Context: an optimization exercise on an open-source flow, tuned for small area, a short achievable clock period and few clock cycles per item. The choices shown serve that exercise and are no tape-out recipe.
Only simulation tests tie the RTL to the original design; equivalence was not proved.

==> design.v <==
module lpc_synth (
    input  wire        clk,
    input  wire        rst,
    input  wire        in_valid,
    output wire        in_ready,
    input  wire [15:0] in_data,
    output wire        out_valid,
    input  wire        out_ready,
    output wire [15:0] out_data,
    output wire [7:0]  out_sexp
);
    localparam [2:0] M_COEF  = 3'd0,    
                     M_PRIME = 3'd1,    
                     M_RUN   = 3'd2,    
                     M_LOAD  = 3'd3,    
                     M_DELTA = 3'd4,    
                     M_ALIGN = 3'd5;    
    reg  [2:0]  mode;
    reg         ph;           
    reg         rpass;        
    reg         conc;         
    reg         resc;         
    reg  [3:0]  wcnt;         
    reg  [6:0]  lw;           
    reg  [6:0]  t;            
    reg  [6:0]  t0;           
    reg  [6:0]  hidx;         
    reg  [6:0]  nc;           
    reg  [1:0]  dstep;        
    reg  [15:0] coef [1:16];
    reg  [15:0] rq   [0:79];        
    reg  [15:0] st   [0:15];        
    reg  [15:0] de_z1;
    reg  [4:0]  sexp;               
    reg  [4:0]  dlt;                
    reg  [14:0] hm;                 
    reg  [19:0] pk;                 
    reg  [20:0] yr;                 
    reg         vpk;
    reg         o_valid;
    reg  [15:0] o_data;
    reg  [4:0]  o_sexp;
    assign out_valid = o_valid;
    assign out_data  = o_data;
    assign out_sexp  = {{3{o_sexp[4]}}, o_sexp};
    reg  [15:0] ybc;
    reg  [15:0] yprev;
    reg  [27:0] ureg;               
    reg         v1, v2, v3;
    reg  [31:0] a1;
    reg  [15:0] zt;
    function [15:0] sat16_24(input [23:0] v);
        if (!v[23] && (v[22:15] != 8'h00))      sat16_24 = 16'h7fff;
        else if (v[23] && (v[22:15] != 8'hff))  sat16_24 = 16'h8000;
        else                                    sat16_24 = v[15:0];
    endfunction
    function [15:0] sat16_32(input [31:0] v);
        if (!v[31] && (v[30:15] != 16'h0000))      sat16_32 = 16'h7fff;
        else if (v[31] && (v[30:15] != 16'hffff))  sat16_32 = 16'h8000;
        else                                       sat16_32 = v[15:0];
    endfunction
    function [15:0] tofix(input [15:0] x, input [4:0] e);
        reg [31:0] w;
        begin
            w = {{16{x[15]}}, x};
            if (!e[4]) begin
                w = w << e[3:0];
                tofix = sat16_32(w);
            end else begin
                w = ($signed(w) + $signed(32'sd1 <<< (~e[3:0]))) >>> (5'd16 - {1'b0, e[3:0]});
                tofix = w[15:0];
            end
        end
    endfunction
    function [15:0] shl16(input [15:0] x, input [4:0] d);
        reg [15:0] w;
        begin
            if (!d[4]) w = x << d[3:0];
            else       w = $signed(x) >>> (5'd0 - d);
            shl16 = w;
        end
    endfunction
    function [4:0] bitlen20(input [19:0] v);
        integer i;
        begin
            bitlen20 = 5'd0;
            for (i = 0; i < 20; i = i + 1)
                if (v[i]) bitlen20 = i + 1;
        end
    endfunction
    function [3:0] bitlen15(input [14:0] v);
        integer i;
        begin
            bitlen15 = 4'd0;
            for (i = 0; i < 15; i = i + 1)
                if (v[i]) bitlen15 = i + 1;
        end
    endfunction
    wire [16:0] yb = {ybc, 1'b0};
    wire [7:0]  bneg, bone, btwo;
    genvar gi;
    generate
        for (gi = 0; gi < 8; gi = gi + 1) begin : g_rec
            assign bneg[gi] = yb[2*gi+2];
            assign bone[gi] = yb[2*gi+1] ^ yb[2*gi];
            assign btwo[gi] = (yb[2*gi+2] & ~yb[2*gi+1] & ~yb[2*gi]) |
                              (~yb[2*gi+2] & yb[2*gi+1] & yb[2*gi]);
        end
    endgenerate
    localparam integer SW = 78;
    localparam [SW-1:0] S_ID = {36'd2048, 21'h180000, 21'h080000};    
    wire [SW-1:0] o_st [0:7];       
    wire [SW-1:0] d_st [1:7];       
    wire [35:0]   ms0, mc0;         
    generate
        for (gi = 0; gi < 8; gi = gi + 1) begin : g_unit
            wire [15:0]   cf  = ph ? coef[gi+9] : coef[gi+1];
            wire [SW-1:0] sin;
            if (gi < 7) begin : g_in
                assign sin = d_st[gi+1];
            end else begin : g_in7
                assign sin = ph ? o_st[0] : S_ID;
            end
            wire [35:0] ms, mc;
            lpc_bmul u_mul (.clk(clk), .c(cf), .neg(bneg), .one(bone), .two(btwo),
                            .s(ms), .cy(mc));
            lpc_stage u_stg (.clk(clk), .sin(sin), .ms(ms), .mc(mc), .sout(o_st[gi]));
            if (gi > 0) begin : g_d
                reg [SW-1:0] dr;
                always @(posedge clk) dr <= o_st[gi];
                assign d_st[gi] = dr;
            end
            if (gi == 0) begin : g_m0
                assign ms0 = ms;
                assign mc0 = mc;
            end
        end
    endgenerate
    wire [35:0] b2  = d_st[1][77:42];
    wire [20:0] rl2 = d_st[1][41:21];
    wire [20:0] rh2 = d_st[1][20:0];
    wire [35:0] wsum = {{8{ureg[27]}}, ureg} + b2 + ~ms0 + ~mc0 + 36'd2;
    wire [23:0] q    = wsum[35:12];
    wire        q_lt = $signed(q) < $signed({{3{rl2[20]}}, rl2});
    wire        q_gt = $signed(q) > $signed({{3{rh2[20]}}, rh2});
    wire [20:0] yraw = q_lt ? rl2 : q_gt ? rh2 : q[20:0];
    wire [15:0] yfin = sat16_24({{3{yraw[20]}}, yraw});
    wire [19:0] yr_abs = yr[20] ? (20'd0 - yr[19:0]) : yr[19:0];
    wire [4:0]  pbl    = bitlen20(pk);
    wire signed [6:0] sx_try = (pk == 20'd0) ? 7'sd10
                             : $signed({{2{sexp[4]}}, sexp}) + 7'sd14 - $signed({2'b00, pbl});
    wire signed [6:0] sx_c   = (sx_try > 7'sd10) ? 7'sd10 : (sx_try < -7'sd4) ? -7'sd4 : sx_try;
    wire signed [6:0] d0     = sx_c - $signed({{2{sexp[4]}}, sexp});
    wire signed [6:0] hr     = 7'sd15 - $signed({3'b000, bitlen15(hm)});
    wire signed [6:0] dsel   = (d0 > hr) ? hr : d0;     
    wire [14:0] hpat_st  = st[0][14:0] ^ {15{st[0][15]}};
    wire [14:0] hpat_z   = de_z1[14:0] ^ {15{de_z1[15]}};
    wire signed [31:0] a1_n = $signed({{2{ybc[15]}}, ybc, 14'd0}) - $signed(yprev) * 32'sd4915 + 32'sd8192;
    wire signed [31:0] zacc = $signed(a1) + $signed(de_z1) * 32'sd11141;
    wire [15:0] z_n   = sat16_24({{6{zacc[31]}}, zacc[31:14]});
    reg  [23:0] pcm_w;
    always @(*) begin
        if (!sexp[4])
            pcm_w = ($signed({{8{zt[15]}}, zt}) + $signed((24'd1 << sexp[3:0]) >> 1)) >>> sexp[3:0];
        else
            pcm_w = {{8{zt[15]}}, zt} << (5'd0 - sexp);
    end
    wire [15:0] pcm_n = sat16_24(pcm_w);
    wire run_even  = (mode == M_RUN) && !ph && (t < 7'd80);
    wire run_odd   = (mode == M_RUN) &&  ph && (t < 7'd80);
    wire take_conc = run_even && !rpass && conc;
    assign in_ready = (mode == M_COEF) || (mode == M_LOAD) || take_conc;
    wire commit_ok = !o_valid || out_ready;
    wire commit    = v3 && commit_ok;
    wire abort     = v3 && !commit_ok;
    wire [15:0] dq_src = take_conc ? in_data : rq[0];
    wire        shift_in = ((mode == M_LOAD) && in_valid) || (take_conc && in_valid);
    wire        rotate   = (run_even && !take_conc) ||
                           ((mode == M_ALIGN) && (hidx != nc));
    wire [15:0] st_new   = shl16(st[0], resc ? dlt : 5'd0);
    integer k;
    always @(posedge clk) begin
        if (shift_in || rotate) begin
            for (k = 0; k < 79; k = k + 1)
                rq[k] <= rq[k+1];
            rq[79] <= shift_in ? in_data : rq[0];
        end
        if (shift_in)
            hidx <= 7'd0;
        else if (rotate)
            hidx <= (hidx == 7'd79) ? 7'd0 : hidx + 7'd1;
        if ((mode == M_COEF) && in_valid) begin
            for (k = 1; k < 16; k = k + 1)
                coef[k] <= coef[k+1];
            coef[16] <= in_data;
        end
        if (run_even)
            ureg <= {tofix(dq_src, sexp), 12'd0};
        if (ph)
            yprev <= ybc;
        if ((mode == M_PRIME) && ph)
            ybc <= st_new;
        else if (run_odd)
            ybc <= yfin;
        a1 <= a1_n;
        zt <= z_n;
        if (run_odd && !rpass)
            yr <= yraw;
    end
    always @(posedge clk) begin
        if (rst) begin
            mode    <= M_COEF;
            ph      <= 1'b0;
            rpass   <= 1'b0;
            conc    <= 1'b0;
            resc    <= 1'b0;
            wcnt    <= 4'd0;
            lw      <= 7'd0;
            t       <= 7'd0;
            t0      <= 7'd0;
            nc      <= 7'd0;
            dstep   <= 2'd0;
            v1      <= 1'b0;
            v2      <= 1'b0;
            v3      <= 1'b0;
            vpk     <= 1'b0;
            o_valid <= 1'b0;
            de_z1   <= 16'd0;
            sexp    <= 5'd0;
            for (k = 0; k < 16; k = k + 1)
                st[k] <= 16'd0;
        end else begin
            ph <= ~ph;
            if (commit) begin
                o_valid <= 1'b1;
                o_data  <= pcm_n;
                o_sexp  <= sexp;
            end else if (out_ready) begin
                o_valid <= 1'b0;
            end
            v1 <= run_odd && rpass && !abort;
            v2 <= v1 && !abort;
            v3 <= v2 && !abort;
            if (commit) begin
                de_z1 <= zt;
                for (k = 0; k < 15; k = k + 1)
                    st[k] <= st[k+1];
                st[15] <= yprev;
                nc <= nc + 7'd1;
            end
            vpk <= run_odd && !rpass;
            if (vpk)
                pk <= pk | yr_abs;
            if ((mode == M_PRIME) && ph) begin
                for (k = 0; k < 15; k = k + 1)
                    st[k] <= st[k+1];
                st[15] <= st_new;
                if (!rpass)
                    hm <= hm | hpat_st;
            end
            case (mode)
            M_COEF: begin
                if (in_valid) begin
                    wcnt <= wcnt + 4'd1;
                    if (wcnt == 4'd15) begin
                        mode  <= M_PRIME;
                        rpass <= 1'b0;
                        conc  <= 1'b1;
                        resc  <= 1'b0;
                        lw    <= 7'd0;
                        t0    <= 7'd0;
                        hm    <= hpat_z;
                        pk    <= 20'd0;
                    end
                end
            end
            M_PRIME: begin
                if (ph) begin
                    wcnt <= wcnt + 4'd1;
                    if (wcnt == 4'd15) begin
                        mode <= M_RUN;
                        t    <= t0;
                        resc <= 1'b0;
                    end
                end
            end
            M_RUN: begin
                if (abort) begin
                    mode <= M_ALIGN;
                    v1   <= 1'b0;
                    v2   <= 1'b0;
                    v3   <= 1'b0;
                end else begin
                    if (ph)
                        t <= t + 7'd1;
                    if (take_conc) begin
                        if (in_valid) begin
                            lw <= lw + 7'd1;
                        end else begin
                            mode <= M_LOAD;
                            conc <= 1'b0;
                        end
                    end
                    if (!rpass && run_odd && (t == 7'd79)) begin
                        mode  <= M_DELTA;
                        dstep <= 2'd0;
                    end
                    if (rpass && commit && (nc == 7'd79)) begin
                        mode <= M_COEF;
                        wcnt <= 4'd0;
                    end
                end
            end
            M_LOAD: begin
                if (in_valid) begin
                    lw <= lw + 7'd1;
                    if (lw == 7'd79) begin
                        mode <= M_PRIME;
                        wcnt <= 4'd0;
                        t0   <= 7'd0;
                        hm   <= hpat_z;
                        pk   <= 20'd0;
                    end
                end
            end
            M_DELTA: begin
                case (dstep)
                2'd0: dstep <= 2'd1;
                2'd1: begin
                    dlt   <= dsel[4:0];
                    sexp  <= sexp + dsel[4:0];
                    de_z1 <= shl16(de_z1, dsel[4:0]);
                    dstep <= 2'd2;
                end
                default: begin
                    mode  <= M_PRIME;
                    wcnt  <= 4'd0;
                    rpass <= 1'b1;
                    resc  <= 1'b1;
                    t0    <= 7'd0;
                    nc    <= 7'd0;
                end
                endcase
            end
            M_ALIGN: begin
                if (hidx == nc) begin
                    mode <= M_PRIME;
                    wcnt <= 4'd0;
                    t0   <= nc;
                end
            end
            default: mode <= M_COEF;
            endcase
        end
    end
endmodule
module lpc_bmul (
    input  wire        clk,
    input  wire [15:0] c,
    input  wire [7:0]  neg,
    input  wire [7:0]  one,
    input  wire [7:0]  two,
    output reg  [35:0] s,
    output reg  [35:0] cy
);
    localparam [35:0] K = 36'hFAAAB0000;
    reg [35:0] r [0:8];
    reg [16:0] m;
    integer i;
    always @(*) begin
        r[8] = K;
        for (i = 0; i < 8; i = i + 1) begin
            m = ({17{one[i]}} & {c[15], c}) | ({17{two[i]}} & {c, 1'b0});
            m = m ^ {17{neg[i]}};
            r[i] = {19'd0, ~m[16], m[15:0]} << (2 * i);
            r[8][2*i] = neg[i];
        end
    end
    function [71:0] csa(input [35:0] a, input [35:0] b, input [35:0] d);
        csa = {a ^ b ^ d, ((a & b) | (a & d) | (b & d)) << 1};
    endfunction
    wire [71:0] l1a = csa(r[0], r[1], r[2]);
    wire [71:0] l1b = csa(r[3], r[4], r[5]);
    wire [71:0] l1c = csa(r[6], r[7], r[8]);
    wire [71:0] l2a = csa(l1a[71:36], l1a[35:0], l1b[71:36]);
    wire [71:0] l2b = csa(l1b[35:0], l1c[71:36], l1c[35:0]);
    wire [71:0] l3  = csa(l2a[71:36], l2a[35:0], l2b[71:36]);
    wire [71:0] l4  = csa(l3[71:36], l3[35:0], l2b[35:0]);
    always @(posedge clk) begin
        s  <= l4[71:36];
        cy <= l4[35:0];
    end
endmodule
module lpc_stage (
    input  wire        clk,
    input  wire [77:0] sin,
    input  wire [35:0] ms,
    input  wire [35:0] mc,
    output reg  [77:0] sout
);
    wire [35:0] b  = sin[77:42];
    wire [20:0] rl = sin[41:21];
    wire [20:0] rh = sin[20:0];
    wire [35:0] bn = b + ~ms + ~mc + 36'd2;
    wire        zl = (b[11:0] == 12'd0);
    wire [24:0] xl = {b[35], b[35:12]} - 25'h080000;
    wire [24:0] xh = {b[35], b[35:12]} + 25'h080000 - {24'd0, zl};
    wire [24:0] rl25 = {{4{rl[20]}}, rl};
    wire [24:0] rh25 = {{4{rh[20]}}, rh};
    wire [20:0] rln = ($signed(xl) < $signed(rl25)) ? rl :
                      ($signed(xl) > $signed(rh25)) ? rh : xl[20:0];
    wire [20:0] rhn = ($signed(xh) < $signed(rl25)) ? rl :
                      ($signed(xh) > $signed(rh25)) ? rh : xh[20:0];
    always @(posedge clk)
        sout <= {bn, rln, rhn};
endmodule
==> run.sh <==
#!/bin/bash
# synth_recipe.tcl (not shown) runs the flow's synth.tcl, then flattens the netlist and writes it again
# the make line also repeats each setting of config.mk as NAME=value (left out here)
make -C /OpenROAD-flow-scripts/flow DESIGN_CONFIG=/design/flow/config.mk WORK_HOME=/design/flow/orfs CLKGATE_MAP_FILE= SYNTH_SCRIPT=/design/flow/synth_recipe.tcl finish
==> config.mk <==
export PLATFORM = sky130hd
export DESIGN_NAME = lpc_synth
export DESIGN_NICKNAME = lpc_synth
export VERILOG_FILES = /design/flow/design.v
export SDC_FILE = /design/flow/constraint.sdc
export NUM_CORES = 8
export LEC_CHECK = 0
export CAP_MARGIN = 20
export CORE_MARGIN = 2
export CORE_UTILIZATION = 40
export PLACE_DENSITY = 0.6
export SLEW_MARGIN = 20
==> constraint.sdc <==
create_clock -name core_clock -period 12.0 [get_ports {clk}]
set_input_delay 2.4000 -clock core_clock [delete_from_list [all_inputs] [get_ports {clk}]]
set_output_delay 2.4000 -clock core_clock [all_outputs]
set_load 0.01 [all_outputs]
==> summary.txt <==
Run status:
- The flow ran to the end and the layout has no timing, DRC or antenna violations.

Floorplan:
- The row count is 284.
- The floorplan die height is 778 um.
- The core region is 0.598 mm^2.
- The number of primary I/O pins is between 40 and 50.
- The die covers ~0.61 mm^2.
- Measured along the x axis, the die boundary spans 778 um.
- Once the floorplan was initialized, standard cells occupied 40.1% of the core.

Detailed routing:
- In the final routed layout, each cell accounts on average for around 26 um.
- The DRC violation total after the first TritonRoute iteration is ~24000.
- For this block, the routed nets add up to 823000 um of wire.
- In this run the remaining antenna-violating nets after routing total 0.
- In the routed design, unresolved DRC markers number 0.
- The detailed router placed roughly 190k vias in this run.
- After detailed routing, the number of vias per cell comes to 5.87.
- The detailed-routing iteration count for the pre-antenna-repair pass is 9.

Clock network:
- The number of buffers on the longest clock path is 4.
- The insertion delay of the later-clocked pin in the worst-skew pair is 1.08 ns.
- The number of H-tree levels is 5.
- In this run, post-CTS repair resized a total of 0 instances.
- The setup fix buffers added after clock tree synthesis is 0.
- The clock-pin slew on the worst setup and hold paths is 0.06 ns.
- The number of clock buffers inserted by TritonCTS is 390.
- The CTS tree is done.
- In this run the clock root is driven by a sky130_fd_sc_hd__clkbuf_16.
- The hold buffer count at CTS is 0.
- The CTS sink count is around 3700.

Place:
- Routability-driven placement finished with a final weighted congestion of roughly 0.96.
- The post-detailed-placement half-perimeter wirelength is between 500000 and 600000 um.
- The number of port buffers is 45.
- The number of cells after detailed placement is around 31000.

Final layout:
- Cells fill 43.7% of the core in the end.
- The number of nets in the final layout is 27300.
- The filler-free cell count of the finished design is 32100.
- The count of fill cells added during filler insertion is roughly 57000.
- The share of cells above drive strength 1 is 5.98%.
- Relative to the synthesized area, the layout overhead comes to 9.08%.

Global routing:
- The total congestion overflow after global routing is 0.
- The number of global-route vias before repair came to 178000.
- The global-route usage over all layers is 26.1%.
- The largest net degree at the start of global routing is 253.
- The number of antenna violations at the first check in global routing is around 110.
- The first-pass GRT wire length is around 1200000 um.

STA:
- Across the routed clock network, the largest skew measured is 0.105 ns.
- The worst slew slack as a fraction of its limit is between 10 and 15%.
- The highest attainable clock frequency is 104 MHz.
- The actual slew at the worst max-slew pin is between 1 and 1.5 ns.
- The number of failing hold endpoints at the final stage was 0.
- Setup repair after global routing left no endpoint under its margin.
- The shortest clock period the worst path allows after layout is 9.61 ns.
- The final-report max-slew violation count is 0.
- The final total negative setup slack is 0 ns.
- The number of endpoints failing setup at the final stage is 0.
- The final critical-path share of the clock period is about four fifths.

Synthesis:
- In the synthesized netlist, the cells that appear most often are sky130_fd_sc_hd__ha_1 (2406), sky130_fd_sc_hd__a21oi_1 (2333), sky130_fd_sc_hd__inv_1 (2314).
- The post-synthesis mux area share is a little under 5%.
- The number of warnings issued by yosys is 10.
- Summing the areas of all fa, ha and maj instances in the mapped netlist gives 22.2% of the synthesized area.
- The compound-gate portion of the synthesized area is 17.1%.
- In this run the mean area of a mapped cell was a little under 10 um^2.
- After Yosys synthesis, and, or, nand and nor cells account for just under 9% of the synthesized area.
- The cell with the most instances after synthesis is sky130_fd_sc_hd__ha_1.
- The share of synthesized area in the top cell type comes to about a fifth.
- The post-synthesis net count is ~28000.
- After synthesis, the largest family of logic cells by area is adder cells.
- The number of synthesized flops with an enable pin is 1666.
- The xor and xnor area share after synthesis is 2.87%.
- The gate count of the mapped netlist is 24500.
- The register bit count reported by yosys is between 3000 and 4000.
- The post-synthesis cell type count is 95.
- The library cell with the largest summed area after synthesis is sky130_fd_sc_hd__edfxtp_1.
- The mapped netlist covers roughly 0.24 mm^2.
- By area the synthesized netlist is led by sky130_fd_sc_hd__edfxtp_1 (21%), sky130_fd_sc_hd__dfxtp_1 (17%), sky130_fd_sc_hd__ha_1 (13%).
- The post-synthesis async set-or-reset flop share is 0%.
- The prevailing post-synth register cell is sky130_fd_sc_hd__dfxtp_1.
- The part of the Yosys area used for sequential elements is 37.9%.

Setup path:
- The type of destination of the critical path is a flop.
- The depth of the most critical reg-to-reg path is 42.
- The family with the most delay on the worst path is simple AND/OR/NAND/NOR gates.
- Of all nets on the critical path, the largest fanout is 28.
- The worst path arrival time is 10.50 ns.
- The kind of launch point of the worst setup path is a flop.
- The worst setup path category is flop to flop.
- The number of logic stages on the critical path including buffering is 42.
- The largest single stage delay on the critical path is 0.59 ns.
- The most numerous cell type found on the critical path is sky130_fd_sc_hd__nor3_1.
- The critical path contains buffers and inverters numbering 5 combined.
- STA puts the critical path data required time at 12.89 ns.
- The cell at the slowest stage of the critical path is sky130_fd_sc_hd__or4_1.

Min path:
- The worst hold path depth is 0.
- The worst hold path belongs to the class flop to flop.

Flow run:
- The number of maximum-capacitance constraint violations is 0.
-- metrics by stage --
stage	hold slack, ns	setup slack, ns	cell area [um^2]
5_1_grt	0.289	1.63	261000
4_1_cts	0.288	2.22	261000
3_5_place_dp	0.312	2.27	248000
3_3_place_gp	0.310	1.65	248000
2_1_floorplan	0.310	2.17	240000
6_report	0.289	2.39	261000
-- layout make-up --
type / instances / area [um^2] / share of cell area, %
Multi-Input combinational cell: 16800 / 135000 / 51.5
Tap cell: 8008 / 10000 / 3.83
Clock inverter: 236 / 2800 / 1.07
Inverter: 2331 / 8790 / 3.36
Timing Repair Buffer: 425 / 3730 / 1.43
Clock buffer: 487 / 10500 / 4.02
Sequential cell: 3702 / 90800 / 34.7
Antenna cell: 33 / 82.6 / 0.0316
-- per-layer routing --
layer / GRT usage [%] / part of all wire (%)
met5: 0.180 / 0.066
met4: 12.2 / 5.5
met3: 7.84 / 11
met2: 38.7 / 42
met1: 34.9 / 42
-- kinds of logic (layout without fill, tap and decap cells) --
logic type,after synthesis,after routing
muxes,1108,1108
and+or+nand+nor,4794,4794
adders and majority gates,3562,3562
DFF,3702,3702
other,0,33
AOI/OAI and AO/OA,6598,6598
xor gates and xnor gates,785,785
buffers and inverters,3928,3479
-- flip-flops by register name (all words and copies together) (netlist names), 15 cells and up, named ones only --
signal,flops
pk,20
de_z1,15
a1,32
g_unit.u_mul.cy,232
rq,1280
g_unit.u_mul.s,256
g_unit.u_stg.sout,624
hm,15
coef,256
st,256
yprev,16
zt,16
g_unit.g_d.dr,546
o_data,16
ureg,16
ybc,16
yr,21
-- placed cells by master (no fill, tap or decap), types with 314 or more instances in the layout --
master and n:
sky130_fd_sc_hd__nor2_1 1574, sky130_fd_sc_hd__mux2i_1 856, sky130_fd_sc_hd__inv_1 2309, sky130_fd_sc_hd__a21oi_1 2327
sky130_fd_sc_hd__nor3_1 567, sky130_fd_sc_hd__o22ai_1 730, sky130_fd_sc_hd__o21ai_0 1183, sky130_fd_sc_hd__edfxtp_1 1666
sky130_fd_sc_hd__clkbuf_16 393, sky130_fd_sc_hd__a21o_1 314, sky130_fd_sc_hd__xnor2_1 595, sky130_fd_sc_hd__buf_4 346
sky130_fd_sc_hd__nand2_1 1547, sky130_fd_sc_hd__ha_1 2406, sky130_fd_sc_hd__dfxtp_1 2030, sky130_fd_sc_hd__fa_1 1155
-- final timing paths --
path | end | slack (ns) | startpoint
max | de_z1[14] | 2.39 | pk[2]
min | g_unit[3].g_d.dr[4] | 0.29 | g_unit[3].u_stg.sout[4]
max reg2reg | de_z1[14] | 2.39 | pk[2]
min reg2reg | g_unit[3].g_d.dr[4] | 0.29 | g_unit[3].u_stg.sout[4]
Testbench counts, summed over its fixed seeds: cycles 24,252, frames 60.

re-timing with driven ports:
No port has a modelled driver above. Below, the same layout with a new extraction and two added sets of constraints. Step 1, drivers: a clkbuf_16 drives clk and a buf_2 each remaining input, both assumed. Step 2 adds t to the input delays and takes it off the output delays; t is the mean of the earliest and latest rising clock arrival at the registers after step 1. Input paths then give back, and output paths get back, about the clock's delay inside the block. Three values: ideal ports, drivers, drivers and shift; two values: the first two.
t, ns: 1.150
slack for setup (ns): 2.391 / 2.391 / 2.391
hold slack, ns: 0.289 / 0.289 / 0.289
worst setup path at the end: register to register
latest minus earliest clock arrival (ns): 0.113 / 0.112
After both steps setup and hold are still met in this run. For this run, drivers alone change the setup slack by 0.000 ns; drivers and shift together by 0.000 ns.
